Context: an optimization exercise on an open-source flow, tuned for small area, a short achievable clock period and few clock cycles. The choices shown serve that exercise and are no tape-out recipe.
Only simulation tests tie the RTL to the original design; equivalence was not proved.
Power and IR drop assume default switching activity.

--- flow/config.mk ---
export PLATFORM = sky130hd
export DESIGN_NAME = bilinear_scaler
export DESIGN_NICKNAME = bilinear_scaler
export VERILOG_FILES = /design/flow/design.v
export SDC_FILE = /design/flow/constraint.sdc
export NUM_CORES = 4
export LEC_CHECK = 0
export CAP_MARGIN = 20
export CORE_MARGIN = 2
export CORE_UTILIZATION = 40
export SLEW_MARGIN = 20
--- flow/constraint.sdc ---
create_clock -name core_clock -period 13.0 [get_ports {clk}]
set_input_delay 2.6000 -clock core_clock [delete_from_list [all_inputs] [get_ports {clk}]]
set_output_delay 2.6000 -clock core_clock [all_outputs]
set_load 0.01 [all_outputs]
--- flow/design.v ---
module bilinear_scaler (
    input  wire        clk,
    input  wire        rst,
    input  wire        start,
    input  wire        ch4,
    input  wire [15:0] src_addr,
    input  wire [15:0] dst_addr,
    input  wire [11:0] old_w,
    input  wire [11:0] old_h,
    input  wire [11:0] new_w,
    input  wire [11:0] new_h,
    output reg         busy,
    output reg         done,
    output reg         error,
    output reg         mem_valid,
    output reg         mem_we,
    output reg  [15:0] mem_addr,
    output reg  [7:0]  mem_wdata,
    input  wire        mem_ready,
    input  wire [7:0]  mem_rdata
);
    reg        c4;
    reg [11:0] ow, oh;           
    reg [11:0] nw, nh;
    reg [13:0] dnw, dnh;         
    reg [15:0] stride;           
    reg [23:0] den;              
    reg [25:0] den3;             
    reg        fetching;         
    reg [12:0] rx, ry;           
    reg [15:0] pa;               
    reg [15:0] row;              
    reg [15:0] sch;              
    reg [11:0] xc, yc;           
    reg [1:0]  k;                
    reg        par;              
    reg [7:0]  ct0, cb0, ct1, cb1;    
    reg        vt0, vb0, vt1, vb1;
    reg [2:0]  o_tap;            
    reg        mac_hold;         
    reg [3:0]  inflight;         
    reg [15:0] dptr;             
    reg [15:0] dch;              
    reg [5:0]  sv;               
    reg        m_par;
    reg [7:0]  m_p0, m_p1;       
    reg [11:0] m_wx0, m_wx1, m_wy0, m_wy1;
    reg        m_triv, m_lch;
    reg [19:0] ha_s, ha_c;
    reg [19:0] hreg;
    reg [11:0] s_wy0, s_wy1;
    reg        s_triv, s_lch;
    reg [31:0] ps, pc;
    reg [31:0] num;
    reg        a_triv, a_lch;
    reg        den_run;          
    reg [2:0]  den_sv;
    reg        usel;
    reg [23:0] d0_r, d1_r;
    reg [7:0]  d0_l, d1_l;
    reg        d0_triv, d1_triv, d0_lch, d1_lch;
    reg [3:0]  d0_sv, d1_sv;     
    reg [1:0]  qn;
    reg [7:0]  q0, q1;
    reg        q0_lch, q1_lch;
    wire adv   = !mem_valid || mem_ready;
    wire rd_ok = mem_valid && !mem_we;
    reg         xnorm, ynorm, xi, yi;
    wire [12:0] rxn = rx - {1'b0, nw};
    wire [12:0] ryn = ry - {1'b0, nh};
    wire [13:0] rxn2c = {1'b0, rx} - {1'b0, nw, 1'b0};
    wire        xn2 = !rxn2c[13];
    wire [12:0] rxn2 = rxn2c[12:0];
    wire [15:0] cval2 = c4 ? 16'd8 : 16'd6;
    wire        triv = !xi && !yi;
    wire [11:0] nrx = nw - rx[11:0];
    wire [11:0] nry = nh - ry[11:0];
    wire [1:0]  cn1 = c4 ? 2'd3 : 2'd2;
    wire [15:0] cval = c4 ? 16'd4 : 16'd3;
    wire va = par ? vt1 : vt0;
    wire vb = par ? vt0 : vt1;
    wire vc = par ? vb1 : vb0;
    wire vd = par ? vb0 : vb1;
    wire arr_a = rd_ok && o_tap[1:0] == 2'd0;
    wire arr_b = rd_ok && o_tap[1:0] == 2'd1;
    wire arr_c = rd_ok && o_tap[1:0] == 2'd2;
    wire arr_d = rd_ok && o_tap[1:0] == 2'd3;
    wire miss_a = !(va || arr_a);
    wire miss_b = xi && !(vb || arr_b);
    wire miss_c = yi && !(vc || arr_c);
    wire miss_d = xi && yi && !(vd || arr_d);
    wire pos_ok = fetching && !xnorm && !ynorm;
    wire any_miss = miss_a || miss_b || miss_c || miss_d;
    wire rd_place = pos_ok && any_miss;
    wire last_px = (xc == 12'd0) && (yc == 12'd0);
    wire pipe_empty = (sv[4:0] == 5'd0) && (d0_sv == 4'd0) && (d1_sv == 4'd0);
    wire byp_ok   = triv && pipe_empty;
    wire issue    = pos_ok && !any_miss && (byp_ok || !mac_hold);
    reg  [1:0]  rtap;
    reg  [15:0] toff;
    always @(*) begin
        if (miss_a)      begin rtap = 2'd0; toff = 16'd0;          end
        else if (miss_b) begin rtap = 2'd1; toff = cval;           end
        else if (miss_c) begin rtap = 2'd2; toff = stride;         end
        else             begin rtap = 2'd3; toff = stride + cval;  end
    end
    wire [15:0] rd_addr = pa + toff;
    wire [13:0] rxb = {1'b0, rx} + dnw;
    wire [13:0] rxa = rxb + {2'b0, nw};
    wire        rxw = !rxb[13];
    wire [13:0] ryb = {1'b0, ry} + dnh;
    wire [13:0] rya = ryb + {2'b0, nh};
    wire        ryw = !ryb[13];
    wire [7:0] ia = arr_a ? mem_rdata : (par ? ct1 : ct0);
    wire [7:0] ib = arr_b ? mem_rdata : (par ? ct0 : ct1);
    wire [7:0] tc = m_par ? cb1 : cb0;
    wire [7:0] td = m_par ? cb0 : cb1;
    wire [19:0] ha_s_c, ha_c_c;
    csa_mac2 u_h (.p0(m_p0), .p1(m_p1), .w0(m_wx0), .w1(m_wx1),
                  .s(ha_s_c), .c(ha_c_c));
    wire [31:0] ps_c, pc_c;
    csa_mul u_mul (.a(hreg), .b(s_wy0), .s(ps_c), .c(pc_c));
    wire [31:0] sum_c = (sv[4] ? num : 32'd0) + ps + pc;
    wire [25:0] t0  = {d0_r, d0_l[7:6]};
    wire [26:0] t0a = {1'b0, t0} - {3'b0, den};
    wire [26:0] t0b = {1'b0, t0} - {2'b0, den, 1'b0};
    wire [26:0] t0c = {1'b0, t0} - {1'b0, den3};
    wire [23:0] n0_r = !t0c[26] ? t0c[23:0] : !t0b[26] ? t0b[23:0] :
                       !t0a[26] ? t0a[23:0] : t0[23:0];
    wire [7:0]  n0_l = {d0_l[5:0], !t0b[26], !t0c[26] | (!t0a[26] & t0b[26])};
    wire [25:0] t1  = {d1_r, d1_l[7:6]};
    wire [26:0] t1a = {1'b0, t1} - {3'b0, den};
    wire [26:0] t1b = {1'b0, t1} - {2'b0, den, 1'b0};
    wire [26:0] t1c = {1'b0, t1} - {1'b0, den3};
    wire [23:0] n1_r = !t1c[26] ? t1c[23:0] : !t1b[26] ? t1b[23:0] :
                       !t1a[26] ? t1a[23:0] : t1[23:0];
    wire [7:0]  n1_l = {d1_l[5:0], !t1b[26], !t1c[26] | (!t1a[26] & t1b[26])};
    wire       res0 = d0_sv[3];
    wire       res1 = d1_sv[3];
    wire       res_now = res0 || res1;
    wire [7:0] res_q = res0 ? (d0_triv ? d0_l : n0_l) : (d1_triv ? d1_l : n1_l);
    wire       res_lch = res0 ? d0_lch : d1_lch;
    wire push_now = res_now || (issue && byp_ok);
    wire wr_now = (qn != 2'd0) && (!rd_place || qn == 2'd2);
    wire [7:0] push_q   = res_now ? res_q : ia;
    wire       push_lch = res_now ? res_lch : last_px;
    always @(posedge clk) begin
        if (rst) begin
            busy      <= 1'b0;
            done      <= 1'b0;
            error     <= 1'b0;
            mem_valid <= 1'b0;
            fetching  <= 1'b0;
            inflight  <= 4'd0;
            sv        <= 6'd0;
            den_sv    <= 3'd0;
            d0_sv     <= 4'd0;
            d1_sv     <= 4'd0;
            qn        <= 2'd0;
            mac_hold  <= 1'b0;
        end else if (!busy) begin
            done      <= 1'b0;
            mem_valid <= 1'b0;
            sv        <= 6'd0;
            d0_sv     <= 4'd0;
            d1_sv     <= 4'd0;
            qn        <= 2'd0;
            mac_hold  <= 1'b0;
            inflight  <= 4'd0;
            den_sv    <= {2'b00, start};
            if (start) begin
                error <= 1'b0;
                if (old_w == 12'd0 || old_h == 12'd0 ||
                    new_w == 12'd0 || new_h == 12'd0) begin
                    error <= 1'b1;
                    done  <= 1'b1;
                end else begin
                    busy     <= 1'b1;
                    fetching <= 1'b1;
                end
            end
        end else if (adv) begin
            sv       <= {sv[4:0], issue && !byp_ok};
            den_sv   <= {den_sv[1:0], 1'b0};
            d0_sv    <= {d0_sv[2:0], sv[4] && !usel};
            d1_sv    <= {d1_sv[2:0], sv[4] && usel};
            mac_hold <= issue && !byp_ok;
            qn       <= qn + {1'b0, push_now} - {1'b0, wr_now};
            if (issue && !wr_now)
                inflight <= inflight + 4'd1;
            else if (!issue && wr_now)
                inflight <= inflight - 4'd1;
            if (wr_now || rd_place)
                mem_valid <= 1'b1;
            else
                mem_valid <= 1'b0;
            if (issue && last_px && (k == cn1))
                fetching <= 1'b0;
            if (!fetching && inflight == 4'd0) begin
                busy      <= 1'b0;
                done      <= 1'b1;
                mem_valid <= 1'b0;
            end
        end
    end
    always @(posedge clk) begin
        dnw    <= {2'b0, ow} - 14'd1 - {2'b0, nw};
        dnh    <= {2'b0, oh} - 14'd1 - {2'b0, nh};
        stride <= c4 ? {2'b0, ow, 2'b0} : {4'b0, ow} + {3'b0, ow, 1'b0};
    end
    always @(posedge clk) begin
        if (!busy) begin
            c4     <= ch4;
            ow     <= old_w;
            oh     <= old_h;
            nw     <= new_w;
            nh     <= new_h;
            hreg   <= {8'd0, new_w};
            s_wy0  <= new_h;
            usel   <= 1'b0;
            pa     <= src_addr;
            row    <= src_addr;
            sch    <= src_addr;
            dptr   <= dst_addr;
            dch    <= dst_addr;
            rx     <= 13'd0;
            ry     <= 13'd0;
            xnorm  <= 1'b0;
            ynorm  <= 1'b0;
            xi     <= 1'b0;
            yi     <= 1'b0;
            xc     <= new_w - 12'd1;
            yc     <= new_h - 12'd1;
            k      <= 2'd0;
            par    <= 1'b0;
            ct0 <= 8'd0; cb0 <= 8'd0; ct1 <= 8'd0; cb1 <= 8'd0;
            vt0 <= 1'b0; vb0 <= 1'b0; vt1 <= 1'b0; vb1 <= 1'b0;
            mem_we <= 1'b0;
        end else if (adv) begin
            if (sv[0]) begin
                m_p0 <= tc;
                m_p1 <= td;
            end
            ha_s <= ha_s_c;
            ha_c <= ha_c_c;
            hreg <= ha_s + ha_c;
            if (sv[1]) begin
                s_wy0  <= m_wy0;
                s_wy1  <= m_wy1;
                s_triv <= m_triv;
                s_lch  <= m_lch;
            end
            if (sv[2])
                s_wy0 <= s_wy1;
            ps <= ps_c;
            pc <= pc_c;
            if (sv[3] || den_sv[1])
                num <= sum_c;
            if (den_sv[2])
                den <= num[23:0];
            den3 <= {2'b0, den} + {1'b0, den, 1'b0};
            if (sv[3]) begin
                a_triv <= s_triv;
                a_lch  <= s_lch;
            end
            if (sv[4])
                usel <= !usel;
            if (sv[4] && !usel) begin
                d0_r    <= sum_c[31:8];
                d0_l    <= sum_c[7:0];
                d0_triv <= a_triv;
                d0_lch  <= a_lch;
            end else if (!d0_triv) begin
                d0_r <= n0_r;
                d0_l <= n0_l;
            end
            if (sv[4] && usel) begin
                d1_r    <= sum_c[31:8];
                d1_l    <= sum_c[7:0];
                d1_triv <= a_triv;
                d1_lch  <= a_lch;
            end else if (!d1_triv) begin
                d1_r <= n1_r;
                d1_l <= n1_l;
            end
            case ({push_now, wr_now})
                2'b10: begin
                    if (qn == 2'd0) begin q0 <= push_q; q0_lch <= push_lch; end
                    else            begin q1 <= push_q; q1_lch <= push_lch; end
                end
                2'b01: begin
                    q0 <= q1; q0_lch <= q1_lch;
                end
                2'b11: begin
                    if (qn == 2'd1) begin q0 <= push_q; q0_lch <= push_lch; end
                    else begin q0 <= q1; q0_lch <= q1_lch; q1 <= push_q; q1_lch <= push_lch; end
                end
                default: ;
            endcase
            if (rd_ok) begin
                case ({o_tap[1], o_tap[0] ^ o_tap[2]})
                    2'b00: ct0 <= mem_rdata;
                    2'b01: ct1 <= mem_rdata;
                    2'b10: cb0 <= mem_rdata;
                    default: cb1 <= mem_rdata;
                endcase
                case ({o_tap[1], o_tap[0] ^ o_tap[2]})
                    2'b00: vt0 <= 1'b1;
                    2'b01: vt1 <= 1'b1;
                    2'b10: vb0 <= 1'b1;
                    default: vb1 <= 1'b1;
                endcase
            end
            if (wr_now) begin
                mem_we    <= 1'b1;
                mem_addr  <= dptr;
                mem_wdata <= q0;
                if (q0_lch) begin
                    dptr <= dch + 16'd1;
                    dch  <= dch + 16'd1;
                end else begin
                    dptr <= dptr + cval;
                end
            end else if (rd_place) begin
                mem_we    <= 1'b0;
                mem_addr  <= rd_addr;
                o_tap     <= {par, rtap};
            end
            if (issue) begin
                m_par  <= par;
                m_p0   <= ia;
                m_p1   <= ib;
                m_wx0  <= triv ? 12'd1 : nrx;
                m_wx1  <= rx[11:0];
                m_wy0  <= triv ? 12'd1 : nry;
                m_wy1  <= ry[11:0];
                m_triv <= triv;
                m_lch  <= last_px;
                if (xc != 12'd0) begin
                    xc <= xc - 12'd1;
                    if (rxw) begin
                        rx  <= rxb[12:0];
                        xnorm <= (rxb[12:0] >= {1'b0, nw});
                        xi  <= (rxb[12:0] != 13'd0);
                        pa  <= pa + cval;
                        par <= !par;
                        if (par) begin vt1 <= 1'b0; vb1 <= 1'b0; end
                        else     begin vt0 <= 1'b0; vb0 <= 1'b0; end
                    end else begin
                        rx <= rxa[12:0];
                        xi <= (rxa[12:0] != 13'd0);
                    end
                end else begin
                    vt0 <= 1'b0; vb0 <= 1'b0; vt1 <= 1'b0; vb1 <= 1'b0;
                    rx <= 13'd0;
                    xi <= 1'b0;
                    xc <= nw - 12'd1;
                    if (yc != 12'd0) begin
                        yc <= yc - 12'd1;
                        if (ryw) begin
                            ry  <= ryb[12:0];
                            ynorm <= (ryb[12:0] >= {1'b0, nh});
                            yi  <= (ryb[12:0] != 13'd0);
                            row <= row + stride;
                            pa  <= row + stride;
                        end else begin
                            ry  <= rya[12:0];
                            yi  <= (rya[12:0] != 13'd0);
                            pa  <= row;
                        end
                    end else if (k != cn1) begin
                        k   <= k + 2'd1;
                        yc  <= nh - 12'd1;
                        ry  <= 13'd0;
                        yi  <= 1'b0;
                        sch <= sch + 16'd1;
                        row <= sch + 16'd1;
                        pa  <= sch + 16'd1;
                    end
                end
            end else if (fetching && xnorm && xn2) begin
                rx  <= rxn2;
                xnorm <= (rxn2 >= {1'b0, nw});
                xi  <= (rxn2 != 13'd0);
                pa  <= pa + cval2;
                vt0 <= 1'b0; vb0 <= 1'b0; vt1 <= 1'b0; vb1 <= 1'b0;
            end else if (fetching && xnorm) begin
                rx  <= rxn;
                xnorm <= (rxn >= {1'b0, nw});
                xi  <= (rxn != 13'd0);
                pa  <= pa + cval;
                par <= !par;
                if (par) begin vt1 <= 1'b0; vb1 <= 1'b0; end
                else     begin vt0 <= 1'b0; vb0 <= 1'b0; end
            end else if (fetching && ynorm) begin
                ry  <= ryn;
                ynorm <= (ryn >= {1'b0, nh});
                yi  <= (ryn != 13'd0);
                row <= row + stride;
                pa  <= row + stride;
            end
        end
    end
endmodule
module csa_mul (
    input  wire [19:0] a,
    input  wire [11:0] b,
    output wire [31:0] s,
    output wire [31:0] c
);
    wire [31:0] r0 = b[0] ? ({12'd0, a} << 0) : 32'd0;
    wire [31:0] r1 = b[1] ? ({12'd0, a} << 1) : 32'd0;
    wire [31:0] r2 = b[2] ? ({12'd0, a} << 2) : 32'd0;
    wire [31:0] r3 = b[3] ? ({12'd0, a} << 3) : 32'd0;
    wire [31:0] r4 = b[4] ? ({12'd0, a} << 4) : 32'd0;
    wire [31:0] r5 = b[5] ? ({12'd0, a} << 5) : 32'd0;
    wire [31:0] r6 = b[6] ? ({12'd0, a} << 6) : 32'd0;
    wire [31:0] r7 = b[7] ? ({12'd0, a} << 7) : 32'd0;
    wire [31:0] r8 = b[8] ? ({12'd0, a} << 8) : 32'd0;
    wire [31:0] r9 = b[9] ? ({12'd0, a} << 9) : 32'd0;
    wire [31:0] r10 = b[10] ? ({12'd0, a} << 10) : 32'd0;
    wire [31:0] r11 = b[11] ? ({12'd0, a} << 11) : 32'd0;
    wire [31:0] s0_0 = r0 ^ r1 ^ r2;
    wire [31:0] c0_0_m = (r0 & r1) | (r0 & r2) | (r1 & r2);
    wire [31:0] c0_0 = {c0_0_m[30:0], 1'b0};
    wire [31:0] s0_1 = r3 ^ r4 ^ r5;
    wire [31:0] c0_1_m = (r3 & r4) | (r3 & r5) | (r4 & r5);
    wire [31:0] c0_1 = {c0_1_m[30:0], 1'b0};
    wire [31:0] s0_2 = r6 ^ r7 ^ r8;
    wire [31:0] c0_2_m = (r6 & r7) | (r6 & r8) | (r7 & r8);
    wire [31:0] c0_2 = {c0_2_m[30:0], 1'b0};
    wire [31:0] s0_3 = r9 ^ r10 ^ r11;
    wire [31:0] c0_3_m = (r9 & r10) | (r9 & r11) | (r10 & r11);
    wire [31:0] c0_3 = {c0_3_m[30:0], 1'b0};
    wire [31:0] s1_0 = s0_0 ^ c0_0 ^ s0_1;
    wire [31:0] c1_0_m = (s0_0 & c0_0) | (s0_0 & s0_1) | (c0_0 & s0_1);
    wire [31:0] c1_0 = {c1_0_m[30:0], 1'b0};
    wire [31:0] s1_1 = c0_1 ^ s0_2 ^ c0_2;
    wire [31:0] c1_1_m = (c0_1 & s0_2) | (c0_1 & c0_2) | (s0_2 & c0_2);
    wire [31:0] c1_1 = {c1_1_m[30:0], 1'b0};
    wire [31:0] s2_0 = s1_0 ^ c1_0 ^ s1_1;
    wire [31:0] c2_0_m = (s1_0 & c1_0) | (s1_0 & s1_1) | (c1_0 & s1_1);
    wire [31:0] c2_0 = {c2_0_m[30:0], 1'b0};
    wire [31:0] s2_1 = c1_1 ^ s0_3 ^ c0_3;
    wire [31:0] c2_1_m = (c1_1 & s0_3) | (c1_1 & c0_3) | (s0_3 & c0_3);
    wire [31:0] c2_1 = {c2_1_m[30:0], 1'b0};
    wire [31:0] s3_0 = s2_0 ^ c2_0 ^ s2_1;
    wire [31:0] c3_0_m = (s2_0 & c2_0) | (s2_0 & s2_1) | (c2_0 & s2_1);
    wire [31:0] c3_0 = {c3_0_m[30:0], 1'b0};
    wire [31:0] s4_0 = s3_0 ^ c3_0 ^ c2_1;
    wire [31:0] c4_0_m = (s3_0 & c3_0) | (s3_0 & c2_1) | (c3_0 & c2_1);
    wire [31:0] c4_0 = {c4_0_m[30:0], 1'b0};
    assign s = s4_0;
    assign c = c4_0;
endmodule
module csa_mac2 (
    input  wire [7:0] p0,
    input  wire [7:0] p1,
    input  wire [11:0] w0,
    input  wire [11:0] w1,
    output wire [19:0] s,
    output wire [19:0] c
);
    wire [19:0] r0_0 = p0[0] ? ({8'd0, w0} << 0) : 20'd0;
    wire [19:0] r0_1 = p0[1] ? ({8'd0, w0} << 1) : 20'd0;
    wire [19:0] r0_2 = p0[2] ? ({8'd0, w0} << 2) : 20'd0;
    wire [19:0] r0_3 = p0[3] ? ({8'd0, w0} << 3) : 20'd0;
    wire [19:0] r0_4 = p0[4] ? ({8'd0, w0} << 4) : 20'd0;
    wire [19:0] r0_5 = p0[5] ? ({8'd0, w0} << 5) : 20'd0;
    wire [19:0] r0_6 = p0[6] ? ({8'd0, w0} << 6) : 20'd0;
    wire [19:0] r0_7 = p0[7] ? ({8'd0, w0} << 7) : 20'd0;
    wire [19:0] r1_0 = p1[0] ? ({8'd0, w1} << 0) : 20'd0;
    wire [19:0] r1_1 = p1[1] ? ({8'd0, w1} << 1) : 20'd0;
    wire [19:0] r1_2 = p1[2] ? ({8'd0, w1} << 2) : 20'd0;
    wire [19:0] r1_3 = p1[3] ? ({8'd0, w1} << 3) : 20'd0;
    wire [19:0] r1_4 = p1[4] ? ({8'd0, w1} << 4) : 20'd0;
    wire [19:0] r1_5 = p1[5] ? ({8'd0, w1} << 5) : 20'd0;
    wire [19:0] r1_6 = p1[6] ? ({8'd0, w1} << 6) : 20'd0;
    wire [19:0] r1_7 = p1[7] ? ({8'd0, w1} << 7) : 20'd0;
    wire [19:0] s0_0 = r0_0 ^ r0_1 ^ r0_2;
    wire [19:0] c0_0_m = (r0_0 & r0_1) | (r0_0 & r0_2) | (r0_1 & r0_2);
    wire [19:0] c0_0 = {c0_0_m[18:0], 1'b0};
    wire [19:0] s0_1 = r0_3 ^ r0_4 ^ r0_5;
    wire [19:0] c0_1_m = (r0_3 & r0_4) | (r0_3 & r0_5) | (r0_4 & r0_5);
    wire [19:0] c0_1 = {c0_1_m[18:0], 1'b0};
    wire [19:0] s0_2 = r0_6 ^ r0_7 ^ r1_0;
    wire [19:0] c0_2_m = (r0_6 & r0_7) | (r0_6 & r1_0) | (r0_7 & r1_0);
    wire [19:0] c0_2 = {c0_2_m[18:0], 1'b0};
    wire [19:0] s0_3 = r1_1 ^ r1_2 ^ r1_3;
    wire [19:0] c0_3_m = (r1_1 & r1_2) | (r1_1 & r1_3) | (r1_2 & r1_3);
    wire [19:0] c0_3 = {c0_3_m[18:0], 1'b0};
    wire [19:0] s0_4 = r1_4 ^ r1_5 ^ r1_6;
    wire [19:0] c0_4_m = (r1_4 & r1_5) | (r1_4 & r1_6) | (r1_5 & r1_6);
    wire [19:0] c0_4 = {c0_4_m[18:0], 1'b0};
    wire [19:0] s1_0 = s0_0 ^ c0_0 ^ s0_1;
    wire [19:0] c1_0_m = (s0_0 & c0_0) | (s0_0 & s0_1) | (c0_0 & s0_1);
    wire [19:0] c1_0 = {c1_0_m[18:0], 1'b0};
    wire [19:0] s1_1 = c0_1 ^ s0_2 ^ c0_2;
    wire [19:0] c1_1_m = (c0_1 & s0_2) | (c0_1 & c0_2) | (s0_2 & c0_2);
    wire [19:0] c1_1 = {c1_1_m[18:0], 1'b0};
    wire [19:0] s1_2 = s0_3 ^ c0_3 ^ s0_4;
    wire [19:0] c1_2_m = (s0_3 & c0_3) | (s0_3 & s0_4) | (c0_3 & s0_4);
    wire [19:0] c1_2 = {c1_2_m[18:0], 1'b0};
    wire [19:0] s2_0 = s1_0 ^ c1_0 ^ s1_1;
    wire [19:0] c2_0_m = (s1_0 & c1_0) | (s1_0 & s1_1) | (c1_0 & s1_1);
    wire [19:0] c2_0 = {c2_0_m[18:0], 1'b0};
    wire [19:0] s2_1 = c1_1 ^ s1_2 ^ c1_2;
    wire [19:0] c2_1_m = (c1_1 & s1_2) | (c1_1 & c1_2) | (s1_2 & c1_2);
    wire [19:0] c2_1 = {c2_1_m[18:0], 1'b0};
    wire [19:0] s3_0 = s2_0 ^ c2_0 ^ s2_1;
    wire [19:0] c3_0_m = (s2_0 & c2_0) | (s2_0 & s2_1) | (c2_0 & s2_1);
    wire [19:0] c3_0 = {c3_0_m[18:0], 1'b0};
    wire [19:0] s3_1 = c2_1 ^ c0_4 ^ r1_7;
    wire [19:0] c3_1_m = (c2_1 & c0_4) | (c2_1 & r1_7) | (c0_4 & r1_7);
    wire [19:0] c3_1 = {c3_1_m[18:0], 1'b0};
    wire [19:0] s4_0 = s3_0 ^ c3_0 ^ s3_1;
    wire [19:0] c4_0_m = (s3_0 & c3_0) | (s3_0 & s3_1) | (c3_0 & s3_1);
    wire [19:0] c4_0 = {c4_0_m[18:0], 1'b0};
    wire [19:0] s5_0 = s4_0 ^ c4_0 ^ c3_1;
    wire [19:0] c5_0_m = (s4_0 & c4_0) | (s4_0 & c3_1) | (c4_0 & c3_1);
    wire [19:0] c5_0 = {c5_0_m[18:0], 1'b0};
    assign s = s5_0;
    assign c = c5_0;
endmodule
--- flow/run.sh ---
#!/bin/bash
# synth_recipe.tcl (not shown) runs the flow's synth.tcl, then flattens the netlist and writes it again
# the make line also repeats each setting of config.mk as NAME=value (left out here)
make -C /OpenROAD-flow-scripts/flow DESIGN_CONFIG=/design/flow/config.mk WORK_HOME=/design/flow/orfs CLKGATE_MAP_FILE= SYNTH_SCRIPT=/design/flow/synth_recipe.tcl finish
==> results of run 1 <==
Yosys cell counts (34+ instances only):
master    number
xnor2_1      225
o21bai_1      39
nand3_1       98
a211oi_1      79
nor3_1       119
xor2_1       168
a21o_1       118
fa_1         391
o21ai_1       37
ha_1         565
nand2_1      482
inv_1        640
a21oi_1      502
or3_1         35
edfxtp_1     549
and2_1       403
a31oi_1       52
o21ai_0      239
nor2_1       509
nor2b_1       75
nand2b_1      57
o21a_1        68
clkbuf_1     177
dfxtp_1      148
o31ai_1       34
o211ai_1      72
mux2i_1      126
and3_1        47
state kept, by name, indices dropped and copies added, names as in the netlist, 13 cells and up:
name	count
pc	26
num	32
d0_r	24
ry	13
sch	16
mem_addr	16
hreg	20
dnw	14
ha_c	16
row	16
stride	14
rx	13
dnh	14
den	24
d1_r	24
dch	16
ps	32
pa	16
dptr	16
den3	26
ha_s	20
area by class of cell:
class	count	area share
timing repair buffer	172	0.0232
multi-input combinational	5015	0.579
inverter	643	0.0353
sequential	697	0.283
clock buffer	112	0.0335
tap	2058	0.0375
antenna	6	0.000219
clock inverter	47	0.00754
cell families (layout without fill, tap and decap cells):
group           count (synthesis)  count (layout)
xor+xnor                      393             393
mux                           160             160
simple gates                 1961            1961
other cells                     0               6
buf+inv                       871             974
flops                         697             697
fa+ha+maj                     956             956
compound gates               1545            1545
worst paths after layout:
kind	from	to	slack (ns)	cells after the start
hold reg to reg	num[4]$_DFFE_PP_	den[4]$_DFFE_PP_	0.41	0
setup / recovery	mem_ready	ps[4]$_DFFE_PP_	7.52	5
setup reg to reg	o_tap[1]$_SDFFCE_PP0P_	par$_SDFFE_PN0P_	7.92	12
hold / removal	num[4]$_DFFE_PP_	den[4]$_DFFE_PP_	0.41	0
worst max-delay path, stage by stage:
cell	delay (ns)
clkdlybuf4s50_1	0.60
nand2b_1	0.17
nand2_1	0.67
inv_6	0.96
buf_4	0.64
stage by stage:
step / instances / utilization
after floorplan: 6583 / -
after global placement: 8585 / 0.423
after detailed placement: 8585 / 0.423
after CTS: 8744 / 0.441
after global routing: 8747 / 0.441
final: 8750 / 0.441
power breakdown:
group	total, mW	switching [mW]	leakage (nW)	internal, mW
Combinational	3.01	1.81	20.5	1.20
Clock	2.40	1.03	1.35	1.37
Sequential	2.92	0.193	6.44	2.72
Total	8.32	3.03	28.2	5.29
per-layer routing:
metal	track usage	share of wire	wire length [um]	vias to the layer above
met1	0.280	0.43	74900	23600
met5	0	0.000046	8	-
met2	0.381	0.49	85500	1138
li1	-	-	-	23200
met3	0.0247	0.047	8140	249
met4	0.0744	0.032	5570	2
==> flow_summary.yaml, run 1 <==
timing:
  period_needed_ns: 5.48
  final.period_utilization: 0.422
  clock_skew_ns: 0.0677
  hold_viol_final: 0
  maxSlewViolCount: 0
  hold_ws_ns: 0.411
  setup_viol: 0
  grt_setup_unrepaired: "no"
  tightest_slew_ns: 1.16
  finalSetupTns_ns: 0
  timing.final.ws_setup_ns: 7.52
  relSlewSlack: 0.227
  max_freq_mhz: 182
clocking:
  cts.path.max_buffers: 3
  cts.repair.resized: 0
  clkSlewWorstSetupHoldPaths_ns: 0.06
  insertion_delay_ns: 0.72
  cts_tree: "built"
  root_buffer: "clkbuf_16"
  clock_sinks: 697
  hold_buffers: 0
  cts_setup_buffers: 0
  htree_num_levels: 3
  cts_buffers: 86
die:
  die_y_um: 399
  die_x_um: 399
  core_um2: 156000
  initial_core_util: 0.401
  num_rows: 145
  io_pins: 122
  die_area_um2: 159000
critical_path:
  worstPathRequired_ns: 13.29
  end_kind: "flop"
  crit_type: "input pin to flop"
  setup.worst_path.start_class: "input pin"
  critPathMaxFanout: 91
  crit_arrival_ns: 5.78
route:
  first_pass_iters: 8
  routedWlPerCell_um: 19.9
  vias: 48100
  vias_per_cell: 5.50
  ant_nets: 0
  drc: 0
  drtIter0Drc: 3427
  drt-total-wl_mm: 174
placement:
  hpwlAfterDp_mm: 138
  place.gp.congestion: 0.903
  post-place-ws_ns: 6.91
  placement.io_buffers: 121
  placed_cell_area_um2: 65800
synth:
  synth_seq_cells: 697
  syn_area_um2: 62500
  seq_area_frac_synth: 0.311
  synth-async-reset-ratio: 0
  synth_nets: 7632
  synth-edff-count: 549
  syn_area_per_cell_um2: 9.49
  synth-compound-area-share: 0.162
  synth-xor-area-share: 0.0551
  yosys.area.top_type: "edfxtp_1"
  synthSimpleGateAreaFrac: 0.154
  synth_top_area_frac: 0.264
  synth_ff_type: "edfxtp_1"
  netlist_instances: 6583
  ys_warn_count: 1
  synthAdderAreaFrac: 0.239
  synthTopCellsByArea: "edfxtp_1, fa_1, ha_1"
  muxShareOfSynthArea: 0.0263
  synth_top_family_by_area: "adder cells"
  synth_cell_types: 100
global_route:
  overflow: 0
  track_usage: 0.218
  grt_pass1_vias: 48400
  grt_pass1_wl_mm: 274
  antenna_found_initial: 15
  grt_max_degree: 92
cells_and_area:
  final_cell_mix: "inv_1, ha_1, edfxtp_1"
  fin_area_um2: 68700
  area_delta_synth_final_pct: 9.94
  fillers: 15000
  multi_input_area_um2: 39800
  register_area_um2: 19500
  final_common_cell: "inv_1"
  drive_gt1_frac: 0.0432
  nets: 7664
pwr:
  leakage_nw: 28.2
  total_power_mw: 8.32
  powerDensity_nw_per_um2: 121
  peakVddDrop_mv: 0.110
status:
  status: "no timing/DRC/antenna violations"
worst_hold_path:
  hold_path.class: "flop to flop"
flow_run:
  drv_cap: 0
Testbench counts, summed over its fixed seeds: cycles 101,240.
==> run 2, diff against run 1 <==
--- a/flow/design.v
+++ b/flow/design.v
@@ -20,7 +20,6 @@
     input  wire [7:0]  mem_rdata
 );
     reg        c4;
-    reg [11:0] ow, oh;           
     reg [11:0] nw, nh;
     reg [13:0] dnw, dnh;         
     reg [15:0] stride;           
@@ -68,10 +67,6 @@
     reg         xnorm, ynorm, xi, yi;
     wire [12:0] rxn = rx - {1'b0, nw};
     wire [12:0] ryn = ry - {1'b0, nh};
-    wire [13:0] rxn2c = {1'b0, rx} - {1'b0, nw, 1'b0};
-    wire        xn2 = !rxn2c[13];
-    wire [12:0] rxn2 = rxn2c[12:0];
-    wire [15:0] cval2 = c4 ? 16'd8 : 16'd6;
     wire        triv = !xi && !yi;
     wire [11:0] nrx = nw - rx[11:0];
     wire [11:0] nry = nh - ry[11:0];
@@ -204,15 +199,11 @@
         end
     end
     always @(posedge clk) begin
-        dnw    <= {2'b0, ow} - 14'd1 - {2'b0, nw};
-        dnh    <= {2'b0, oh} - 14'd1 - {2'b0, nh};
-        stride <= c4 ? {2'b0, ow, 2'b0} : {4'b0, ow} + {3'b0, ow, 1'b0};
-    end
-    always @(posedge clk) begin
         if (!busy) begin
             c4     <= ch4;
-            ow     <= old_w;
-            oh     <= old_h;
+            dnw    <= {2'b0, old_w} - 14'd1 - {2'b0, new_w};
+            dnh    <= {2'b0, old_h} - 14'd1 - {2'b0, new_h};
+            stride <= ch4 ? {2'b0, old_w, 2'b0} : {4'b0, old_w} + {3'b0, old_w, 1'b0};
             nw     <= new_w;
             nh     <= new_h;
             hreg   <= {8'd0, new_w};
@@ -378,12 +369,6 @@
                         pa  <= sch + 16'd1;
                     end
                 end
-            end else if (fetching && xnorm && xn2) begin
-                rx  <= rxn2;
-                xnorm <= (rxn2 >= {1'b0, nw});
-                xi  <= (rxn2 != 13'd0);
-                pa  <= pa + cval2;
-                vt0 <= 1'b0; vb0 <= 1'b0; vt1 <= 1'b0; vb1 <= 1'b0;
             end else if (fetching && xnorm) begin
                 rx  <= rxn;
                 xnorm <= (rxn >= {1'b0, nw});
==> run 2 against run 1 <==
- highest routed layer unchanged
- synthesized area shrank 3.2%
- critical path type is now flop to flop
- sequential share of layout area grew 0.38 points
- global-route usage shrank 0.18 points
==> flow_summary.yaml, run 2 <==
status:
  status: "no timing/DRC/antenna violations"
pwr:
  peakVddDrop_mv: 0.139
  leakage_nw: 27.3
  powerDensity_nw_per_um2: 119
timing:
  tightest_slew_ns: 1.09
  setup_viol: 0
  hold_viol_final: 0
  grt_setup_unrepaired: "no"
  finalSetupTns_ns: 0
  maxSlewViolCount: 0
  max_freq_mhz: 179
  period_needed_ns: 5.57
  final.period_utilization: 0.429
  relSlewSlack: 0.253
  clock_skew_ns: 0.0648
flow_run:
  drv_cap: 0
clocking:
  cts.repair.resized: 0
  hold_buffers: 0
  clock_sinks: 673
  cts_setup_buffers: 0
  cts_tree: "built"
  htree_num_levels: 3
  root_buffer: "clkbuf_16"
  clkSlewWorstSetupHoldPaths_ns: 0.06
  insertion_delay_ns: 0.70
  cts.path.max_buffers: 3
  cts_buffers: 82
synth:
  synth_commonest_cells: "inv_1, edfxtp_1, ha_1, a21oi_1, nand2_1"
  syn_area_um2: 60400
  syn_area_per_cell_um2: 9.50
  synth-async-reset-ratio: 0
  synthAdderAreaFrac: 0.240
  ys_warn_count: 1
  yosysMostFrequentCell: "inv_1"
  netlist_instances: 6362
  yosys.area.top_type: "edfxtp_1"
  synth_nets: 7384
  synth-compound-area-share: 0.152
  synth-edff-count: 567
  muxShareOfSynthArea: 0.0219
  synth_top_area_frac: 0.282
  synth_top_family_by_area: "adder cells"
  synth-xor-area-share: 0.0562
  synth_seq_cells: 673
  synth_cell_types: 95
  synth_ff_type: "edfxtp_1"
  synthTopCellsByArea: "edfxtp_1, fa_1, ha_1"
  synthSimpleGateAreaFrac: 0.159
  seq_area_frac_synth: 0.317
die:
  die_x_um: 393
  die_area_um2: 154000
  core_um2: 150000
  die_y_um: 393
  io_pins: 122
  num_rows: 142
  initial_core_util: 0.403
critical_path:
  path_buf_inv: 4
  end_kind: "flop"
  path_cells: "nor3b_2, nor2b_1, buf_4, a211o_1, nand4_1, nand2b_2, buf_4, inv_2, buf_4, nand2_2, o21ai_0, and3_1, nand2b_1"
  crit_type: "flop to flop"
  cp_top_family: "simple AND/OR/NAND/NOR gates"
  crit_arrival_ns: 5.88
  critPathMaxFanout: 44
  critPathMaxStageDelay_ns: 0.87
  worstPathRequired_ns: 13.31
  setup.worst_path.start_class: "flop"
  crit_top_cell: "buf_4"
  slowest_stage: "and3_1"
cells_and_area:
  nets: 7427
  final_cell_mix: "inv_1, edfxtp_1, ha_1"
  drive_gt1_frac: 0.0448
  fin_area_um2: 66700
  fillers: 14600
  area_delta_synth_final_pct: 10.3
  insertedDiodeCount: 0
  register_area_um2: 19200
  largestRegisters: "num (32), ps (32)"
  final_common_cell: "inv_1"
  multi_input_area_um2: 38200
route:
  drtIter0Drc: 3189
  vias_per_cell: 5.44
  drc: 0
  first_pass_iters: 6
  drt-total-wl_mm: 167
  vias: 46200
  ant_nets: 0
  routedWlPerCell_um: 19.7
global_route:
  grt_pass1_vias: 46900
  overflow: 0
  antenna_found_initial: 3
  grt_pass1_wl_mm: 262
  track_usage: 0.217
  grt_max_degree: 88
placement:
  place.gp.congestion: 0.913
  placed_cell_area_um2: 63800
  placement.io_buffers: 121
  hpwlAfterDp_mm: 132
worst_hold_path:
  hold_path.class: "flop to flop"
run 2: cell types whose count changed after synthesis, sizes merged, moves of 18 or more:
cell / before / now
a21o: 118 / 93
dfxtp: 148 / 106
edfxtp: 549 / 567
ha: 565 / 541
mux2i: 126 / 103
nor2: 511 / 460
o211ai: 72 / 41
o21ai: 276 / 303
xor2: 168 / 147
run 2: layout make-up:
cell class              instances  area share
clock inverters                50     0.00955
multi-input cells            4848       0.573
inverters                     631      0.0357
clock buffers                 102      0.0336
well taps                    2016      0.0378
flip-flops and latches        673       0.287
repair buffers                169      0.0236
run 2: through the flow:
step | util | setup slack [ns] | hold WS [ns] | power, mW | instances
after global placement | 0.425 | 6.86 | 0.401 | 5.54 | 8337
final | 0.445 | 7.43 | 0.416 | 7.95 | 8489
after detailed placement | 0.425 | 6.85 | 0.405 | 5.57 | 8337
after global routing | 0.445 | 7.04 | 0.422 | 8.46 | 8489
after floorplan | - | 6.28 | 0.400 | 4.63 | 6362
after CTS | 0.445 | 7.47 | 0.419 | 8.05 | 8489
run 2: kinds of logic (layout without fill, tap and decap cells):
family                     Yosys count  in the layout
adders and majority gates          929            929
and+or+nand+nor                   1942           1942
xor gates and xnor gates           388            388
DFF                                673            673
muxes                              129            129
AOI/OAI and AO/OA                 1460           1460
buffers and inverters              841            952
run 2: final timing paths:
path | start | to | slack (ns) | depth (start not counted)
setup / recovery | mem_valid$_SDFFE_PP0N_ | row[4]$_DFFE_PP_ | 7.43 | 13
hold reg to reg | q0[4]$_DFFE_PP_ | mem_wdata[4]$_DFFE_PP_ | 0.42 | 0
hold / removal | q0[4]$_DFFE_PP_ | mem_wdata[4]$_DFFE_PP_ | 0.42 | 0
setup reg to reg | mem_valid$_SDFFE_PP0N_ | row[4]$_DFFE_PP_ | 7.43 | 13
run 2: worst reg2reg max path, delay by kind of cell (launching register included):
kind | cells | cell delay, ns
and+or+nand+nor | 7 | 3.13
DFF | 1 | 0.43
buffers and inverters | 4 | 1.18
AOI/OAI and AO/OA | 2 | 0.46
run 2: layer usage:
layer / global-route usage / part of all wire / up-vias
li1: - / - / 22400
met1: 0.276 / 0.43 / 22500
met2: 0.384 / 0.50 / 1076
met3: 0.0222 / 0.042 / 248
met4: 0.0669 / 0.030 / 4
met5: 0 / 0.00020 / -
run 2: power breakdown:
part	total, mW	switching [mW]	internal, mW
Sequential	2.83	0.185	2.64
Combinational	2.68	1.62	1.06
Clock	2.45	1.01	1.44
Total	7.95	2.81	5.14
Testbench counts of run 2, summed over its fixed seeds: cycles 102,712.

==> what the ideal ports hide <==
Ports are ideal in the flow. The routed layouts listed here were re-timed in OpenROAD.
Step 1 assumes that a clkbuf_16 drives the clock port and a buf_2 every other input.
Step 2 also shifts input and output timing later by t, the mid clock arrival at the registers, as if the neighbouring blocks saw the same clock.
Slacks: no drivers / after step 1 / after step 2; pairs: no drivers / after step 1.
| run | t, ns | slack for setup (ns) | clock arrival spread, ns | worst data-port slew with drivers (ns) |
|---|---|---|---|---|
| run 1 | 0.770 | 7.515 / 7.481 / 6.711 | 0.069 / 0.069 | 0.21 |
| run 2 | 0.750 | 7.426 / 7.426 / 6.831 | 0.070 / 0.070 | 0.08 |
After both steps every run listed still meets setup and hold. For run 1, which loses most, drivers alone change the setup slack by -0.034 ns; drivers and shift together by -0.804 ns.
